Background: an optimization exercise with open tools, aiming at small area, a short achievable clock period and few clock cycles per item. Do not read the settings as production practice.
The RTL was checked by simulation tests, not by an equivalence proof against the original design.

==> flow/design.v (outline; a module is shown in full before it is edited, if it fits) <==
// module sstv_tone_alu: 3018 lines
module sstv_tone_alu (
    input  wire        clk,
    input  wire        rst,
    input  wire        in_valid,
    output wire        in_ready,
    input  wire [1:0]  in_op,
    input  wire [31:0] in_a,
    input  wire [37:0] in_b,
    output wire        out_valid,
    input  wire        out_ready,
    output wire [31:0] out_res,
    output wire [37:0] out_n
);
  // ...
==> flow/flow/run.sh <==
#!/bin/bash
# Standard layout, with two changes:
# - between synthesis and floorplan, flow/fapol.py picks the polarity of each
#   full-adder cell so that fewer inverters sit between full adders (a full
#   adder is self-dual); registers and every other cell are left as the
#   standard synthesis made them;
# - timing repair aims for 11.5 ns of setup slack at the design's 18 ns clock
#   (the constraints themselves are unchanged);
# - the port buffers are plain buffers (sky130_fd_sc_hd__buf_1) instead of
#   delay buffers.
set -euo pipefail
R=orfs/results/${FLOW_PLATFORM}/sstv_tone_alu/base
bash standard.sh synth > synth.log 2>&1
cp "$R/1_2_yosys.v" "$R/1_2_yosys.std.v"
python3 flow/fapol.py "$R/1_2_yosys.std.v" "$R/1_2_yosys.v" > fapol.log 2>&1
rm -f "$R/1_synth.odb" "$R/1_synth.sdc"
export SETUP_SLACK_MARGIN=11.5
export BUFFER_PORTS_ARGS="-buffer_cell sky130_fd_sc_hd__buf_1"
bash standard.sh > layout.log 2>&1
==> flow/flow/fapol.py <==
#!/usr/bin/env python3
"""Remove inverters between full adders of a flat sky130hd Yosys netlist.

A full adder is self-dual: FA(~a, ~b, ~c) = (~sum, ~cout).  This script
chooses, for every full-adder cell, whether it computes its signals in true
or complemented form, so that as few inverters as possible are needed, and
rewrites the netlist.  Registers, ports and every other cell are untouched;
the function at every register input and output port is unchanged.

usage: fapol.py IN.v OUT.v
"""
import re
import sys
import collections

src = open(sys.argv[1]).read()

cell_re = re.compile(r'^(\s*)(sky130_fd_sc_hd__\w+)\s+(\S+)\s*\((.*?)\);\n', re.S | re.M)
pin_re = re.compile(r'\.(\w+)\(([^()]*)\)')
OUTP = {'X', 'Y', 'SUM', 'COUT', 'Q', 'Q_N', 'HI', 'LO'}

cells = []
for m in cell_re.finditer(src):
    typ, name, body = m.group(2), m.group(3), m.group(4)
    pins = [(p, n.strip()) for p, n in pin_re.findall(body)]
    cells.append({'type': typ, 'name': name, 'pins': pins, 'span': m.span()})

# module ports
hdr = re.search(r'module\s+\w+\s*\((.*?)\);', src, re.S)
outputs = set()
for m in re.finditer(r'^\s*output\s+(\[\d+:\d+\]\s*)?(\S+)\s*;', src, re.M):
    rng, nm = m.group(1), m.group(2)
    if rng:
        hi, lo = map(int, re.findall(r'\d+', rng))
        for i in range(lo, hi + 1):
            outputs.add(f'{nm}[{i}]')
    else:
        outputs.add(nm)


def esc(n):
    return n + ' ' if n.startswith('\\') else n


def is_inv(c):
    return re.match(r'sky130_fd_sc_hd__(inv|clkinv)_\d+$', c['type']) is not None


def is_fa(c):
    return re.match(r'sky130_fd_sc_hd__fa_\d+$', c['type']) is not None


driver = {}
loads = collections.defaultdict(list)   # net -> [(cell index, pin)]
for ci, c in enumerate(cells):
    for p, n in c['pins']:
        if p in OUTP:
            driver[n] = (ci, p)
        else:
            loads[n].append((ci, p))


def norm(n):
    # "\b_q[23] " style names keep their form; outputs listed as out_res[3]
    return n


# signal classes: follow inverter chains back to a root net
root = {}
par = {}


def find(n):
    if n in root:
        return root[n], par[n]
    d = driver.get(n)
    if d is not None and is_inv(cells[d[0]]):
        a = dict(cells[d[0]]['pins'])['A']
        r, p = find(a)
        root[n], par[n] = r, p ^ 1
    else:
        root[n], par[n] = n, 0
    return root[n], par[n]


allnets = set(driver) | set(loads)
for n in allnets:
    find(n)

# consumers of each class: (kind, cell index or net, pin, required parity w.r.t. root)
cons = collections.defaultdict(list)
for n in allnets:
    r, p = root[n], par[n]
    for ci, pin in loads[n]:
        if is_inv(cells[ci]):
            continue
        cons[r].append((ci, pin, p))
    if n in outputs or ('\\' + n) in outputs or n.replace('\\', '').strip() in outputs:
        cons[r].append((None, n, p))

fa_idx = [ci for ci, c in enumerate(cells) if is_fa(c)]
x = {ci: 0 for ci in fa_idx}
drv_fa = {}
for r in cons:
    d = driver.get(r)
    if d is not None and is_fa(cells[d[0]]):
        drv_fa[r] = d[0]


def need(r):
    f = drv_fa.get(r)
    base = x[f] if f is not None else 0
    for ci, pin, p in cons[r]:
        q = p ^ base ^ (x[ci] if ci is not None and ci in x else 0)
        if q:
            return 1
    return 0


# classes touched by flipping each FA
touch = collections.defaultdict(set)
for r in cons:
    if r in drv_fa:
        touch[drv_fa[r]].add(r)
    for ci, pin, p in cons[r]:
        if ci is not None and ci in x:
            touch[ci].add(r)

before = sum(need(r) for r in cons)
improved = True
rounds = 0
while improved and rounds < 50:
    improved = False
    rounds += 1
    for f in fa_idx:
        cs = touch[f]
        old = sum(need(r) for r in cs)
        x[f] ^= 1
        new = sum(need(r) for r in cs)
        if new < old:
            improved = True
        else:
            x[f] ^= 1
after = sum(need(r) for r in cons)
print(f'inverted classes: {before} -> {after} ({rounds} rounds)', file=sys.stderr)

# ----------------------------------------------------------------------
# rebuild: every class r has a true net (its root name) and, if needed,
# a complement net driven by one inverter.
# ----------------------------------------------------------------------
newcells = []      # (type, name, pins)
compl_name = {}
inv_names = [cells[ci]['name'] for ci, c in enumerate(cells) if is_inv(c)]
inv_types = {}
extra = 0
new_wires = []


def cname(r):
    global extra
    if r not in compl_name:
        extra += 1
        nm = f'_fapol_{extra}_'
        compl_name[r] = nm
        new_wires.append(nm)
    return compl_name[r]


# net that carries (root value ^ q) as seen physically: for a flipped driver
# the driver pin produces root ^ 1
def phys(r, q):
    """name of a net carrying value(root) ^ q"""
    f = drv_fa.get(r)
    flipped = x[f] if f is not None else 0
    # the driver output net carries root ^ flipped.  keep root name on the
    # driver output; if flipped, the name r carries ~value.
    if q == flipped:
        return r
    return cname(r)


pin_map = {}   # (ci, pin) -> new net
for r in cons:
    for ci, pin, p in cons[r]:
        if ci is None:
            continue
        q = p ^ (x[ci] if ci in x else 0)
        pin_map[(ci, pin)] = phys(r, q)

# output ports: they must carry their original value; port net name n
# equals some class member; if the physical net differs, drive the port
# through a buffer-free rename is impossible, so insert an inverter or keep.
port_fix = []
for r in cons:
    for ci, pin, p in cons[r]:
        if ci is None:
            n = pin
            want = phys(r, p)
            if want != n:
                port_fix.append((n, want))

# inverters needed: for each class with a complement net, one inverter
# from the driver net to the complement net
inv_needed = []
for r, nm in compl_name.items():
    inv_needed.append((r, nm))

# now emit: drop all old inverters, re-pin other cells
out = []
last = 0
n_inv = 0
for ci, c in enumerate(cells):
    s, e = c['span']
    out.append(src[last:s])
    last = e
    if is_inv(c):
        continue
    pins = []
    for p, n in c['pins']:
        if p in OUTP:
            pins.append((p, n))
        else:
            pins.append((p, pin_map.get((ci, p), n)))
    ind = re.match(r'\s*', src[s:e]).group(0)
    body = ',\n'.join(f'    .{p}({esc(n)})' for p, n in pins)
    out.append(f'{ind}{c["type"]} {c["name"]} (\n{body}\n  );\n')
tail = src[last:]
# complement nets and their inverters
decl = ''.join(f'  wire {w};\n' for w in new_wires)
invs = ''
k = 0
for r, nm in inv_needed:
    k += 1
    invs += f'  sky130_fd_sc_hd__inv_1 _fapol_inv_{k}_ (\n    .A({esc(r)}),\n    .Y({esc(nm)})\n  );\n'
# ports driven by a complement: the port net name must stay; an output port
# that now would need the other polarity gets an inverter from the class net
for n, want in port_fix:
    raise SystemExit(f'port {n} needs rewiring: not handled')
body = ''.join(out)
m = re.search(r'\n(\s*)wire ', body)
body = body[:m.start() + 1] + decl + body[m.start() + 1:]
body = body + ''
tail = tail.replace('endmodule', invs + 'endmodule', 1)
open(sys.argv[2], 'w').write(body + tail)
print(f'inverters: {len(inv_names)} -> {k}', file=sys.stderr)
==> flow/standard.sh <==
#!/bin/bash
# synth_recipe.tcl (not shown) runs the flow's synth.tcl, then flattens the netlist and writes it again
# the make line also repeats each setting of config.mk as NAME=value (left out here)
make -C /OpenROAD-flow-scripts/flow DESIGN_CONFIG=/design/flow/config.mk WORK_HOME=/design/flow/orfs CLKGATE_MAP_FILE= SYNTH_SCRIPT=/design/flow/synth_recipe.tcl "${@:-finish}"
==> flow/config.mk <==
export PLATFORM = sky130hd
export DESIGN_NAME = sstv_tone_alu
export DESIGN_NICKNAME = sstv_tone_alu
export VERILOG_FILES = /design/flow/design.v
export SDC_FILE = /design/flow/constraint.sdc
export NUM_CORES = 4
export LEC_CHECK = 0
export CAP_MARGIN = 20
export CORE_MARGIN = 2
export CORE_UTILIZATION = 60
export CTS_BUF_LIST = sky130_fd_sc_hd__clkbuf_4 sky130_fd_sc_hd__clkbuf_8
export PLACE_DENSITY = 0.75
export SLEW_MARGIN = 20
==> flow/constraint.sdc <==
create_clock -name core_clock -period 18.0 [get_ports {clk}]
set_input_delay 3.6000 -clock core_clock [delete_from_list [all_inputs] [get_ports {clk}]]
set_output_delay 3.6000 -clock core_clock [all_outputs]
set_load 0.01 [all_outputs]
==> metrics.md, run 1 <==
| Metric | Value |
|---|---|
| M3 GR Usage | 10.8% |
| Yosys warnings | 1 |
| Rows | 95 |
| Worst setup EP type | flip-flop |
| RSZ-0062 raised after global routing | false |
| Initial Util | 60.5% |
| Syn Nets | about 4300 |
| Post-route DRC | 0 |
| Fin crit period | between 6000 and 7000 ps |
| Drt total wl | 136000 µm |
| Multi-input combinational gate total | 2458 |
| Worst-skew pair later-pin latency | 750 ps |
| Top Usage Layer GRT | met2 |
| First-pass GRT wire length | 198000 µm |
| Most common cell after layout, fill and taps aside | fa_1 |
| # Post-CTS Setup Buffers | 0 |
| Max FO, Critical Path | 6 |
| Layout area overhead | 8.61% |
| Global routing usage on met1 | 49.8% |
| Tapcell count | between 800 and 900 |
| CTS Hold Bufs | 0 |
| DP Worst Slack | 11610 ps |
| Slowest Stage Delay on Critical Path | 580 ps |
| Min-Delay Path Depth | 0 |
| Final slew viol count | 0 |
| Tot GR Track Use | about 40% |
| Mapped Area | 0.0406 mm² |
| Most common cell on crit path | fa_1 |
| Endpoint of the worst hold path | ml3[7] |
| PnR worst setup slack | between 10000 and 15000 ps |
| Status | timing/DRC/antenna clean |
| Hold Slack | around 380 ps |
| Relative slew slack | 7.87% |
| Stages on worst setup path | 17 |
| Post-route ant nets | 0 |
Testbench counts, summed over its fixed seeds: cycles 5,768, items 4,312.
==> inputs of run 2 (changes only) <==
--- a/flow/design.v
+++ b/flow/design.v
@@ -1009,24 +1009,260 @@
     wire at565 = tp331 ^ at488;
     wire at566 = tp331 & at488;
     wire [39:0] ta = {at566, at565, at563, at561, at559, at557, at555, at553, at551, at549, at547, at545, at543, at541, at539, at537, at535, at533, at531, at529, at527, at525, at523, at521, at519, at517, at515, at513, at511, at509, at507, at505, at503, at501, at499, at497, at495, at493, at491, at413};
     wire [39:0] tb = {1'b0, at564, at562, at560, at558, at556, at554, at552, at550, at548, at546, at544, at542, at540, at538, at536, at534, at532, at530, at528, at526, at524, at522, at520, at518, at516, at514, at512, at510, at508, at506, at504, at502, at500, at498, at496, at494, at492, at490, at489};
     wire [15:0] dw = b_q[15:0];
     wire [15:0] r0 = b_q[31:16];       
     wire [31:0] q0 = a_q;
     wire [16:0] t0 = {r0, q0[31]};
-    wire [16:0] d0 = t0 - {1'b0, dw};
-    wire        g0 = t0[16] | ~d0[16];
-    wire [15:0] r1 = g0 ? d0[15:0] : t0[15:0];
+    wire [16:0] nw0 = {1'b1, ~dw};
+    wire dv0p0 = t0[0] ^ nw0[0];
+    wire dv0g0 = (t0[0] & nw0[0]) | (dv0p0 & 1'b1);
+    wire dv0p1 = t0[1] ^ nw0[1];
+    wire dv0g1 = t0[1] & nw0[1];
+    wire dv0p2 = t0[2] ^ nw0[2];
+    wire dv0g2 = t0[2] & nw0[2];
+    wire dv0p3 = t0[3] ^ nw0[3];
+    wire dv0g3 = t0[3] & nw0[3];
+    wire dv0p4 = t0[4] ^ nw0[4];
+    wire dv0g4 = t0[4] & nw0[4];
+    wire dv0p5 = t0[5] ^ nw0[5];
+    wire dv0g5 = t0[5] & nw0[5];
+    wire dv0p6 = t0[6] ^ nw0[6];
+    wire dv0g6 = t0[6] & nw0[6];
+    wire dv0p7 = t0[7] ^ nw0[7];
+    wire dv0g7 = t0[7] & nw0[7];
+    wire dv0p8 = t0[8] ^ nw0[8];
+    wire dv0g8 = t0[8] & nw0[8];
+    wire dv0p9 = t0[9] ^ nw0[9];
+    wire dv0g9 = t0[9] & nw0[9];
+    wire dv0p10 = t0[10] ^ nw0[10];
+    wire dv0g10 = t0[10] & nw0[10];
+    wire dv0p11 = t0[11] ^ nw0[11];
+    wire dv0g11 = t0[11] & nw0[11];
+    wire dv0p12 = t0[12] ^ nw0[12];
+    wire dv0g12 = t0[12] & nw0[12];
+    wire dv0p13 = t0[13] ^ nw0[13];
+    wire dv0g13 = t0[13] & nw0[13];
+    wire dv0p14 = t0[14] ^ nw0[14];
+    wire dv0g14 = t0[14] & nw0[14];
+    wire dv0p15 = t0[15] ^ nw0[15];
+    wire dv0g15 = t0[15] & nw0[15];
+    wire dv0p16 = t0[16] ^ nw0[16];
+    wire dv0g16 = t0[16] & nw0[16];
+    wire dv0G1 = dv0g1 | (dv0p1 & dv0g0);
+    wire dv0P1 = dv0p1 & dv0p0;
+    wire dv0G2 = dv0g3 | (dv0p3 & dv0g2);
+    wire dv0P2 = dv0p3 & dv0p2;
+    wire dv0G3 = dv0g5 | (dv0p5 & dv0g4);
+    wire dv0P3 = dv0p5 & dv0p4;
+    wire dv0G4 = dv0g7 | (dv0p7 & dv0g6);
+    wire dv0P4 = dv0p7 & dv0p6;
+    wire dv0G5 = dv0g9 | (dv0p9 & dv0g8);
+    wire dv0P5 = dv0p9 & dv0p8;
+    wire dv0G6 = dv0g11 | (dv0p11 & dv0g10);
+    wire dv0P6 = dv0p11 & dv0p10;
+    wire dv0G7 = dv0g13 | (dv0p13 & dv0g12);
+    wire dv0P7 = dv0p13 & dv0p12;
+    wire dv0G8 = dv0g15 | (dv0p15 & dv0g14);
+    wire dv0P8 = dv0p15 & dv0p14;
+    wire dv0G9 = dv0g2 | (dv0p2 & dv0G1);
+    wire dv0P9 = dv0p2 & dv0P1;
+    wire dv0G10 = dv0G2 | (dv0P2 & dv0G1);
+    wire dv0P10 = dv0P2 & dv0P1;
+    wire dv0G11 = dv0g6 | (dv0p6 & dv0G3);
+    wire dv0P11 = dv0p6 & dv0P3;
+    wire dv0G12 = dv0G4 | (dv0P4 & dv0G3);
+    wire dv0P12 = dv0P4 & dv0P3;
+    wire dv0G13 = dv0g10 | (dv0p10 & dv0G5);
+    wire dv0P13 = dv0p10 & dv0P5;
+    wire dv0G14 = dv0G6 | (dv0P6 & dv0G5);
+    wire dv0P14 = dv0P6 & dv0P5;
+    wire dv0G15 = dv0g14 | (dv0p14 & dv0G7);
+    wire dv0P15 = dv0p14 & dv0P7;
+    wire dv0G16 = dv0G8 | (dv0P8 & dv0G7);
+    wire dv0P16 = dv0P8 & dv0P7;
+    wire dv0G17 = dv0g4 | (dv0p4 & dv0G10);
+    wire dv0P17 = dv0p4 & dv0P10;
+    wire dv0G18 = dv0G3 | (dv0P3 & dv0G10);
+    wire dv0P18 = dv0P3 & dv0P10;
+    wire dv0G19 = dv0G11 | (dv0P11 & dv0G10);
+    wire dv0P19 = dv0P11 & dv0P10;
+    wire dv0G20 = dv0G12 | (dv0P12 & dv0G10);
+    wire dv0P20 = dv0P12 & dv0P10;
+    wire dv0G21 = dv0g12 | (dv0p12 & dv0G14);
+    wire dv0P21 = dv0p12 & dv0P14;
+    wire dv0G22 = dv0G7 | (dv0P7 & dv0G14);
+    wire dv0P22 = dv0P7 & dv0P14;
+    wire dv0G23 = dv0G15 | (dv0P15 & dv0G14);
+    wire dv0P23 = dv0P15 & dv0P14;
+    wire dv0G24 = dv0G16 | (dv0P16 & dv0G14);
+    wire dv0P24 = dv0P16 & dv0P14;
+    wire dv0G25 = dv0g8 | (dv0p8 & dv0G20);
+    wire dv0P25 = dv0p8 & dv0P20;
+    wire dv0G26 = dv0G5 | (dv0P5 & dv0G20);
+    wire dv0P26 = dv0P5 & dv0P20;
+    wire dv0G27 = dv0G13 | (dv0P13 & dv0G20);
+    wire dv0P27 = dv0P13 & dv0P20;
+    wire dv0G28 = dv0G14 | (dv0P14 & dv0G20);
+    wire dv0P28 = dv0P14 & dv0P20;
+    wire dv0G29 = dv0G21 | (dv0P21 & dv0G20);
+    wire dv0P29 = dv0P21 & dv0P20;
+    wire dv0G30 = dv0G22 | (dv0P22 & dv0G20);
+    wire dv0P30 = dv0P22 & dv0P20;
+    wire dv0G31 = dv0G23 | (dv0P23 & dv0G20);
+    wire dv0P31 = dv0P23 & dv0P20;
+    wire dv0G32 = dv0G24 | (dv0P24 & dv0G20);
+    wire dv0P32 = dv0P24 & dv0P20;
+    wire dv0G33 = dv0g16 | (dv0p16 & dv0G32);
+    wire dv0P33 = dv0p16 & dv0P32;
+    wire dv0s0 = dv0p0 ^ 1'b1;
+    wire dv0s1 = dv0p1 ^ dv0g0;
+    wire dv0s2 = dv0p2 ^ dv0G1;
+    wire dv0s3 = dv0p3 ^ dv0G9;
+    wire dv0s4 = dv0p4 ^ dv0G10;
+    wire dv0s5 = dv0p5 ^ dv0G17;
+    wire dv0s6 = dv0p6 ^ dv0G18;
+    wire dv0s7 = dv0p7 ^ dv0G19;
+    wire dv0s8 = dv0p8 ^ dv0G20;
+    wire dv0s9 = dv0p9 ^ dv0G25;
+    wire dv0s10 = dv0p10 ^ dv0G26;
+    wire dv0s11 = dv0p11 ^ dv0G27;
+    wire dv0s12 = dv0p12 ^ dv0G28;
+    wire dv0s13 = dv0p13 ^ dv0G29;
+    wire dv0s14 = dv0p14 ^ dv0G30;
+    wire dv0s15 = dv0p15 ^ dv0G31;
+    wire dv0s16 = dv0p16 ^ dv0G32;
+    wire [15:0] d0 = {dv0s15, dv0s14, dv0s13, dv0s12, dv0s11, dv0s10, dv0s9, dv0s8, dv0s7, dv0s6, dv0s5, dv0s4, dv0s3, dv0s2, dv0s1, dv0s0};
+    wire        g0 = dv0G33;           
+    wire [15:0] r1 = g0 ? d0 : t0[15:0];
     wire [31:0] q1 = {q0[30:0], g0};
     wire [16:0] t1 = {r1, q1[31]};
-    wire [16:0] d1 = t1 - {1'b0, dw};
-    wire        g1 = t1[16] | ~d1[16];
-    wire [15:0] r2 = g1 ? d1[15:0] : t1[15:0];
+    wire [16:0] nw1 = {1'b1, ~dw};
+    wire dv1p0 = t1[0] ^ nw1[0];
+    wire dv1g0 = (t1[0] & nw1[0]) | (dv1p0 & 1'b1);
+    wire dv1p1 = t1[1] ^ nw1[1];
+    wire dv1g1 = t1[1] & nw1[1];
+    wire dv1p2 = t1[2] ^ nw1[2];
+    wire dv1g2 = t1[2] & nw1[2];
+    wire dv1p3 = t1[3] ^ nw1[3];
+    wire dv1g3 = t1[3] & nw1[3];
+    wire dv1p4 = t1[4] ^ nw1[4];
+    wire dv1g4 = t1[4] & nw1[4];
+    wire dv1p5 = t1[5] ^ nw1[5];
+    wire dv1g5 = t1[5] & nw1[5];
+    wire dv1p6 = t1[6] ^ nw1[6];
+    wire dv1g6 = t1[6] & nw1[6];
+    wire dv1p7 = t1[7] ^ nw1[7];
+    wire dv1g7 = t1[7] & nw1[7];
+    wire dv1p8 = t1[8] ^ nw1[8];
+    wire dv1g8 = t1[8] & nw1[8];
+    wire dv1p9 = t1[9] ^ nw1[9];
+    wire dv1g9 = t1[9] & nw1[9];
+    wire dv1p10 = t1[10] ^ nw1[10];
+    wire dv1g10 = t1[10] & nw1[10];
+    wire dv1p11 = t1[11] ^ nw1[11];
+    wire dv1g11 = t1[11] & nw1[11];
+    wire dv1p12 = t1[12] ^ nw1[12];
+    wire dv1g12 = t1[12] & nw1[12];
+    wire dv1p13 = t1[13] ^ nw1[13];
+    wire dv1g13 = t1[13] & nw1[13];
+    wire dv1p14 = t1[14] ^ nw1[14];
+    wire dv1g14 = t1[14] & nw1[14];
+    wire dv1p15 = t1[15] ^ nw1[15];
+    wire dv1g15 = t1[15] & nw1[15];
+    wire dv1p16 = t1[16] ^ nw1[16];
+    wire dv1g16 = t1[16] & nw1[16];
+    wire dv1G1 = dv1g1 | (dv1p1 & dv1g0);
+    wire dv1P1 = dv1p1 & dv1p0;
+    wire dv1G2 = dv1g3 | (dv1p3 & dv1g2);
+    wire dv1P2 = dv1p3 & dv1p2;
+    wire dv1G3 = dv1g5 | (dv1p5 & dv1g4);
+    wire dv1P3 = dv1p5 & dv1p4;
+    wire dv1G4 = dv1g7 | (dv1p7 & dv1g6);
+    wire dv1P4 = dv1p7 & dv1p6;
+    wire dv1G5 = dv1g9 | (dv1p9 & dv1g8);
+    wire dv1P5 = dv1p9 & dv1p8;
+    wire dv1G6 = dv1g11 | (dv1p11 & dv1g10);
+    wire dv1P6 = dv1p11 & dv1p10;
+    wire dv1G7 = dv1g13 | (dv1p13 & dv1g12);
+    wire dv1P7 = dv1p13 & dv1p12;
+    wire dv1G8 = dv1g15 | (dv1p15 & dv1g14);
+    wire dv1P8 = dv1p15 & dv1p14;
+    wire dv1G9 = dv1g2 | (dv1p2 & dv1G1);
+    wire dv1P9 = dv1p2 & dv1P1;
+    wire dv1G10 = dv1G2 | (dv1P2 & dv1G1);
+    wire dv1P10 = dv1P2 & dv1P1;
+    wire dv1G11 = dv1g6 | (dv1p6 & dv1G3);
+    wire dv1P11 = dv1p6 & dv1P3;
+    wire dv1G12 = dv1G4 | (dv1P4 & dv1G3);
+    wire dv1P12 = dv1P4 & dv1P3;
+    wire dv1G13 = dv1g10 | (dv1p10 & dv1G5);
+    wire dv1P13 = dv1p10 & dv1P5;
+    wire dv1G14 = dv1G6 | (dv1P6 & dv1G5);
+    wire dv1P14 = dv1P6 & dv1P5;
+    wire dv1G15 = dv1g14 | (dv1p14 & dv1G7);
+    wire dv1P15 = dv1p14 & dv1P7;
+    wire dv1G16 = dv1G8 | (dv1P8 & dv1G7);
+    wire dv1P16 = dv1P8 & dv1P7;
+    wire dv1G17 = dv1g4 | (dv1p4 & dv1G10);
+    wire dv1P17 = dv1p4 & dv1P10;
+    wire dv1G18 = dv1G3 | (dv1P3 & dv1G10);
+    wire dv1P18 = dv1P3 & dv1P10;
+    wire dv1G19 = dv1G11 | (dv1P11 & dv1G10);
+    wire dv1P19 = dv1P11 & dv1P10;
+    wire dv1G20 = dv1G12 | (dv1P12 & dv1G10);
+    wire dv1P20 = dv1P12 & dv1P10;
+    wire dv1G21 = dv1g12 | (dv1p12 & dv1G14);
+    wire dv1P21 = dv1p12 & dv1P14;
+    wire dv1G22 = dv1G7 | (dv1P7 & dv1G14);
+    wire dv1P22 = dv1P7 & dv1P14;
+    wire dv1G23 = dv1G15 | (dv1P15 & dv1G14);
+    wire dv1P23 = dv1P15 & dv1P14;
+    wire dv1G24 = dv1G16 | (dv1P16 & dv1G14);
+    wire dv1P24 = dv1P16 & dv1P14;
+    wire dv1G25 = dv1g8 | (dv1p8 & dv1G20);
+    wire dv1P25 = dv1p8 & dv1P20;
+    wire dv1G26 = dv1G5 | (dv1P5 & dv1G20);
+    wire dv1P26 = dv1P5 & dv1P20;
+    wire dv1G27 = dv1G13 | (dv1P13 & dv1G20);
+    wire dv1P27 = dv1P13 & dv1P20;
+    wire dv1G28 = dv1G14 | (dv1P14 & dv1G20);
+    wire dv1P28 = dv1P14 & dv1P20;
+    wire dv1G29 = dv1G21 | (dv1P21 & dv1G20);
+    wire dv1P29 = dv1P21 & dv1P20;
+    wire dv1G30 = dv1G22 | (dv1P22 & dv1G20);
+    wire dv1P30 = dv1P22 & dv1P20;
+    wire dv1G31 = dv1G23 | (dv1P23 & dv1G20);
+    wire dv1P31 = dv1P23 & dv1P20;
+    wire dv1G32 = dv1G24 | (dv1P24 & dv1G20);
+    wire dv1P32 = dv1P24 & dv1P20;
+    wire dv1G33 = dv1g16 | (dv1p16 & dv1G32);
+    wire dv1P33 = dv1p16 & dv1P32;
+    wire dv1s0 = dv1p0 ^ 1'b1;
+    wire dv1s1 = dv1p1 ^ dv1g0;
+    wire dv1s2 = dv1p2 ^ dv1G1;
+    wire dv1s3 = dv1p3 ^ dv1G9;
+    wire dv1s4 = dv1p4 ^ dv1G10;
+    wire dv1s5 = dv1p5 ^ dv1G17;
+    wire dv1s6 = dv1p6 ^ dv1G18;
+    wire dv1s7 = dv1p7 ^ dv1G19;
+    wire dv1s8 = dv1p8 ^ dv1G20;
+    wire dv1s9 = dv1p9 ^ dv1G25;
+    wire dv1s10 = dv1p10 ^ dv1G26;
+    wire dv1s11 = dv1p11 ^ dv1G27;
+    wire dv1s12 = dv1p12 ^ dv1G28;
+    wire dv1s13 = dv1p13 ^ dv1G29;
+    wire dv1s14 = dv1p14 ^ dv1G30;
+    wire dv1s15 = dv1p15 ^ dv1G31;
+    wire dv1s16 = dv1p16 ^ dv1G32;
+    wire [15:0] d1 = {dv1s15, dv1s14, dv1s13, dv1s12, dv1s11, dv1s10, dv1s9, dv1s8, dv1s7, dv1s6, dv1s5, dv1s4, dv1s3, dv1s2, dv1s1, dv1s0};
+    wire        g1 = dv1G33;           
+    wire [15:0] r2 = g1 ? d1 : t1[15:0];
     wire [31:0] q2 = {q1[30:0], g1};
     wire nap0 = ns1[0] ^ nc1[0];
     wire nag0 = ns1[0] & nc1[0];
     wire nap1 = ns1[1] ^ nc1[1];
     wire nag1 = ns1[1] & nc1[1];
     wire nap2 = ns1[2] ^ nc1[2];
     wire nag2 = ns1[2] & nc1[2];
     wire nap3 = ns1[3] ^ nc1[3];
==> flow/run.sh (new file) <==
#!/bin/bash
# synth_recipe.tcl (not shown) runs the flow's synth.tcl, then flattens the netlist and writes it again
# the make line also repeats each setting of config.mk as NAME=value (left out here)
make -C /OpenROAD-flow-scripts/flow DESIGN_CONFIG=/design/flow/config.mk WORK_HOME=/design/flow/orfs CLKGATE_MAP_FILE= SYNTH_SCRIPT=/design/flow/synth_recipe.tcl finish
==> flow/config.mk (replaced) <==
export PLATFORM = sky130hd
export DESIGN_NAME = sstv_tone_alu
export DESIGN_NICKNAME = sstv_tone_alu
export VERILOG_FILES = /design/flow/design.v
export SDC_FILE = /design/flow/constraint.sdc
export NUM_CORES = 4
export LEC_CHECK = 0
export CAP_MARGIN = 20
export CORE_MARGIN = 2
export CORE_UTILIZATION = 40
export PLACE_DENSITY = 0.6
export SLEW_MARGIN = 20
removed: flow/flow/run.sh
removed: flow/flow/fapol.py
removed: flow/standard.sh
==> metrics.md, run 2 <==
| Metric | Value |
|---|---|
| Synth top cells by count | inv_1, fa_1, edfxtp_1 |
| First-pass GRT wire length | 216000 µm (was 198000 µm) |
| Htree depth | 2 (was 3) |
| Worst Hold Class | reg2reg (unchanged) |
| IO Port Bufs | 147 (unchanged) |
| Max FO, Critical Path | 14 (was 6) |
| Cell count after synthesis | 3823 (was 3465) |
| Detailed Routing Iterations Pass 1 | 7 (was 8) |
| Core ar. | 0.104 mm² (was 0.0672 mm²) |
| Layout area overhead | 11.9% (was 8.61%) |
| Tot GR Track Use | 27.9% (was 39.4%) |
| Fin. Hold Viols | 0 (unchanged) |
| Final Util | 45.1% (was 65.7%) |
| Final Cycle Share | 38.0% (was 35.1%) |
| Root buf cell | clkbuf_16 (was clkbuf_8) |
| Most common cell after layout, fill and taps aside | inv_1 (was fa_1) |
| Worst setup EP type | flip-flop (unchanged) |
| Top cells by area, synth | edfxtp_1, fa_1, ha_1 |
| Worst-skew pair later-pin latency | 680 ps (was 750 ps) |
| Share of layout cells above drive strength 1 | 6.59% (was 9.72%) |
| Initial antenna violation count | 4 (was 2) |
| Register bit count reported by yosys | 516 |
| Max cap viols | 0 (unchanged) |
| Syn Nets | 4644 (was 4282) |
| Rows | 118 (was 95) |
| Die width | 327 µm (was 264 µm) |
| Total gr overflow | 0 (unchanged) |
| DR vias/cell | 5.69 (was 6.59) |
| Post-CTS resize count | 0 (unchanged) |
| Clock Pin Slew Worst Setup and Hold Paths | 60 ps (was 70 ps) |
| Drt total wl | 149000 µm (was 136000 µm) |
| Die Y | 327 µm (was 264 µm) |
| Top cell type by total area after synthesis | edfxtp_1 |
| DIE AREA | 0.107 mm² (was 0.0698 mm²) |
| I/O pin count | 148 (unchanged) |
| Iter 0 DRT Violations | 3481 (was 3990) |
| Initial Util | 40.3% (was 60.5%) |
| Vias | 30400 (was 29900) |
| # Post-CTS Setup Buffers | 0 (unchanged) |
| Register area share after synthesis | 35.2% |
| Final #Nets | 4732 (was 4407) |
| Yosys top cell area share | 31.5% |
| Relative slew slack | 18.2% (was 7.87%) |
| FFs w/ async S/R, synth | 0% |
| CP arrival | 7370 ps (was 6780 ps) |
| Largest net degree at the start of global routing | 128 (was 156) |
| Total CTS buffers | 58 (was 85) |
| Final slew viol count | 0 (unchanged) |
| Most frequent cells in the layout | inv_1, fa_1, edfxtp_1 (was fa_1, edfxtp_1, inv_1) |
| Post-route ant nets | 0 (unchanged) |
| Worst-Margin Slew | 1220 ps (was 1380 ps) |
| Netlist cell types | between 70 and 80 |
| Status | timing/DRC/antenna clean (unchanged) |
| Vias in the first global route | 31200 (was 30300) |
| Largest register FFs | 40 (unchanged) |
| Clk buf depth | 3 (unchanged) |
| Top_reg_cell synth | edfxtp_1 |
| Post-Syn Area per Cell | 10.9 µm² (was 11.7 µm²) |
| Most frequent cell after synthesis | inv_1 |
| RSZ-0062 raised after global routing | false (unchanged) |
| Post-synth EDFFs | 439 |
| Critical path type | reg2reg (unchanged) |
| Fin Setup TNS | 0 ps (unchanged) |
| Startpoint types | flip-flop (unchanged) |
| CTS Hold Bufs | 0 (unchanged) |
| Largest Register | ns1 (unchanged) |
| Top Registers | ns1 x40, m2 x39, nc1 x39 (unchanged) |
| WL per Instance | 28.0 µm (was 30.0 µm) |
| Peak Freq | 0.146 GHz (was 0.158 GHz) |
| Yosys warnings | 1 (unchanged) |
| Clock sink count | 516 (unchanged) |
| Fin crit period | 6840 ps (was 6310 ps) |
| CTS tree | yes (unchanged) |
| Crit path required time | 18530 ps (was 18470 ps) |
| Post-route DRC | 0 (unchanged) |
| Final GP Congestion | 1.03 (was 1.06) |
| Clock Skew | 21.7 ps (was 62.9 ps) |
| Mapped Area | 0.0418 mm² (was 0.0406 mm²) |
| Final number of setup-violating endpoints | 0 (unchanged) |
| Dpl hpwl | 116000 µm (was 102000 µm) |
-- run 2: cell types whose count changed in the layout (fill, tap and decap cells not counted), moves of 26 or more --
| cell | change |
|---|---|
| buf_1 | -147 |
| clkbuf_4 | -27 |
| clkbuf_16 | +60 |
| clkdlybuf4s50_1 | +147 |
| a22oi_1 | -26 |
| nor2_1 | +34 |
| inv_1 | +292 |
| nand2_1 | +68 |
| clkbuf_8 | -86 |
-- run 2: stage by stage --
stage	cell area (µm²)	hold slack, ps	instances	worst slack (ps)
global placement	44800	402	5231	11310
global route	46800	426	5340	10710
floorplan	41800	400	3823	7600
detailed placement	44800	405	5231	11240
finish	46800	412	5341	11160
CTS	46800	414	5340	11220
-- run 2: worst paths after layout --
kind / start / endpoint / slack [ps] / cells after the start
setup / recovery: a_q[31] / b_q[18] / 11160 / 23
hold / removal: n2[31] / n3[31] / 410 / 0
setup reg to reg: a_q[31] / b_q[18] / 11160 / 23
hold reg to reg: n2[31] / n3[31] / 410 / 0
-- run 2: cell families (layout without fill, tap and decap cells) --
group / after synthesis / count (layout) / synth area share (%)
buf+inv: 782 / 919 / 7.05
compound gates: 772 / 772 / 12.5
simple gates: 772 / 772 / 8.29
fa+ha+maj: 745 / 745 / 31.4
flops: 516 / 516 / 35.2
xor+xnor: 125 / 125 / 2.62
mux: 111 / 111 / 2.89
other cells: 0 / 1 / 0
-- run 2: area by class of cell --
type                            instances  area, µm²
Antenna cell                            1       2.50
Clock buffer                           78       1630
Clock inverter                         31        315
Fill cell                            9773      56900
Inverter                              600       2260
Multi-Input combinational cell       2525      24200
Sequential cell                       516      14700
Tap cell                             1380       1730
Timing Repair Buffer                  210       1940
-- run 2: per-layer routing --
| metal | up-vias | routed length (µm) | track usage (%) |
|---|---|---|---|
| met5 | - | 0 | 0 |
| met4 | 0 | 8770 | 13.9 |
| met3 | 438 | 12100 | 5.29 |
| met2 | 1534 | 68100 | 44.7 |
| met1 | 15100 | 60500 | 36.3 |
| li1 | 13300 | - | - |
-- run 2: worst max-delay path, stage by stage (launching register included) --
cell      delay [ps]
edfxtp_1         540
inv_1            210
ha_1             250
inv_1             60
fa_1             240
a211oi_1         110
o21ai_1          220
nand4_1          150
a311o_1          380
o21a_1           220
a22oi_1          600
buf_4            360
mux2i_1          350
inv_1             80
ha_1             270
a21oi_1          220
nor2_1            90
nor3_1           300
o21ai_1          200
a21o_1           250
a41oi_1          540
and2_1           520
mux2_2           400
o21ai_1          110
Testbench counts of run 2, summed over its fixed seeds: cycles 5,768, items 4,312.

==> afterwards: timing with drivers on the ports <==
The results above use ideal ports. As a check the final layouts listed here were re-extracted and re-timed, cells and wires unchanged. Step 1, drivers: a clkbuf_16 drives clk and a buf_2 each remaining input, both assumed. Step 2, shift: input delay + t, output delay - t, t = (earliest + latest rising clock arrival at the registers) / 2. This alone moves slack from input paths to output paths. Slacks: no drivers / after step 1 / after step 2; pairs: no drivers / after step 1.
run | shift t [ns] | slack for setup (ns) | worst hold slack (ns) | worst slew at a driven data input, ns
run 1 | 0.781 | 11.690 / 11.690 / 11.690 | 0.382 / 0.382 / 0.382 | 0.06
run 2 | 0.737 | 11.158 / 11.158 / 11.158 | 0.412 / 0.412 / 0.412 | 0.08
After both steps every run listed still meets setup and hold.
